This design comes from an exercise in tuning for small area, a short achievable clock period and few clock cycles per item on the open sky130 flow, not from production work.
RTL that was checked went through simulation tests only; none was proved equivalent to the original.
Power and IR drop assume default switching activity.

==> flow/design.v (excerpt) <==
module fb_draw (
    input  wire        clk,
    input  wire        rst,         
    input  wire        cmd_valid,
    output wire        cmd_ready,
    input  wire [2:0]  cmd_op,      
    input  wire [15:0] cmd_x,       
    input  wire [15:0] cmd_y,       
    input  wire [15:0] cmd_len,     
    input  wire [15:0] cmd_h,       
    input  wire [7:0]  cmd_c,       
    input  wire        dat_valid,
    output wire        dat_ready,
    input  wire [7:0]  dat_byte,
    output wire        px_valid,
    input  wire        px_ready,
    output wire [7:0]  px_x,
    output wire [6:0]  px_y,
    output wire [7:0]  px_c,
    output wire        ack          
);
Size: ~1500 cells after synthesis.
Settings: LEC_CHECK=0, CAP_MARGIN=70, CORE_MARGIN=2, CORE_UTILIZATION=40, PLACE_DENSITY=0.6, SLEW_MARGIN=70; clock period 15.0 ns.
run.sh (not shown) runs the stock make flow with config.mk's settings and CLKGATE_MAP_FILE= SYNTH_SCRIPT=/design/flow/synth_recipe.tcl, a recipe that flattens the netlist after the stock synthesis.
Rerun with:
- CAP_MARGIN: 70 -> 95
- SLEW_MARGIN: 70 -> 95
Effect:
- The changed run failed in detailed placement (3_5_place_dp)
- synthesized area is unchanged
- synthesized cell count stays the same
No run of this note included a check of the RTL's function; only the layout flow was run.

* * *

Setup of run A:
Another version of the RTL of fb_draw (not shown whole).
Size in the first run: about 180 flip-flops, ~120 I/O pins, about 15000 um^2 of cells after synthesis.
Settings: LEC_CHECK=0, CAP_MARGIN=70, CORE_MARGIN=2, CORE_UTILIZATION=50, GPL_TIMING_DRIVEN=1, PLACE_DENSITY=0.8, SLEW_MARGIN=70; clock period 15.0 ns.
standard.sh (not shown) runs the stock make flow with config.mk's settings and CLKGATE_MAP_FILE= SYNTH_SCRIPT=/design/flow/synth_recipe.tcl, a recipe that flattens the netlist after the stock synthesis.
==> flow/flow/run.sh <==
#!/bin/bash
# Standard layout flow, with timing repair aimed at a setup slack of 10.5 ns.
bash standard.sh SETUP_SLACK_MARGIN=10.5 finish > standard.log 2>&1
Testbench counts of run A, summed over its fixed seeds: cycles 119,715, items 2,400.
Here is what was changed in the inputs of run B compared with run A.
Settings: swapping 0.8 for 0.6 in PLACE_DENSITY; swapping 50 for 30 in CORE_UTILIZATION.
[summary]
Data arrival time of the critical path on run B is up relative to run A. Per the comparison of run B with run A, total routed wire length on the met1 layer picked up an extra 3400 um, final core utilization moved down, routed wire length rose by 7.2%, fmax went down about 1%.
Modified inputs, run C compared to run B
Settings: SLEW_MARGIN changed from 70 to 40; CORE_UTILIZATION changed from 30 to 40; PLACE_DENSITY changed from 0.6 to 0.7; CAP_MARGIN changed from 70 to 40.
[summary]
Across run B and run C, none had a timing, DRC or antenna violation.
Mean cell area of the mapped netlist came out exactly the same in run B and run C.
From run B to run C the numbers moved as follows: total detailed-routing wirelength shrank by 2600 um, worst path buffer plus inverter count shrank by 1, clock skew grew by 0.0045 ns.
For run D, these inputs were changed with respect to run C:
Settings: SLEW_MARGIN changed from 40 to 70; CAP_MARGIN changed from 40 to 70.
### Flow results
Run D vs run C — global routing usage on met3 dropped 0.50 points.
In run D, the core utilization came out 0.99 points above the value in run C.
Across run D and run C, the outcome is the same: a clean finish for every run.
From run C to run D the numbers moved as follows: wire length of the first global-routing pass stayed essentially flat, non-clock buffer count rose by 18%, sequential share of power fell by 0.7 points.
Worst-margin pin slew sits lower in run D than in run C.
Run D against run C: worst IR drop on VDD +12%, cell area rose by 2.0%, number of iterations in the first detailed-routing pass now sits higher, worst setup slack down 0.020 ns, wire length now sits at about the same level.
Changes in run E relative to run D:
Settings: a change of PLACE_DENSITY from 0.7 to 0.6; a change of CORE_UTILIZATION from 40 to 30.
==> flow/run.sh (new file) <==
#!/bin/bash
# synth_recipe.tcl (not shown) runs the flow's synth.tcl, then flattens the netlist and writes it again
# the make line also repeats each setting of config.mk as NAME=value (left out here)
make -C /OpenROAD-flow-scripts/flow DESIGN_CONFIG=/design/flow/config.mk WORK_HOME=/design/flow/orfs CLKGATE_MAP_FILE= SYNTH_SCRIPT=/design/flow/synth_recipe.tcl finish
removed: flow/flow/run.sh
removed: flow/standard.sh
==> comparison <==
Looking at non-clock buffer count, run E sits 25% lower than run D does.
Between run D and run E, the number of buffers inserted by post-CTS setup repair is lower for run E.
[run E vs run D] combinational fraction of design power: lower in run E

[re-timing with driven ports]
The flow's constraints put no driver on any port. The routed layouts listed below were extracted and timed again, unchanged, in two steps.
Step 1, drivers: a clkbuf_16 drives clk and a buf_2 each remaining input, both assumed.
Step 2, shift: input delay + t, output delay - t, t = (earliest + latest rising clock arrival at the registers) / 2. This alone moves slack from input paths to output paths.
Three values: ideal ports, drivers, drivers and shift; two values: the first two.
| run | shift t [ns] | setup slack, ns | worst register clock-pin slew, ns |
|---|---|---|---|
| the first run of note 1 | 0.504 | 8.764 / 8.764 / 8.764 | 0.07 / 0.07 |
| run A | 0.504 | 10.412 / 10.361 / 10.064 | 0.08 / 0.08 |
| run B | 0.518 | 10.365 / 10.308 / 9.985 | 0.08 / 0.08 |
| run C | 0.498 | 10.440 / 10.388 / 10.051 | 0.08 / 0.08 |
| run D | 0.500 | 10.420 / 10.372 / 9.990 | 0.08 / 0.08 |
| run E | 0.511 | 9.322 / 9.322 / 9.049 | 0.08 / 0.08 |
After both steps setup and hold are still met in every run listed. For run D, which loses most, drivers alone change the setup slack by -0.048 ns; drivers and shift together by -0.430 ns.
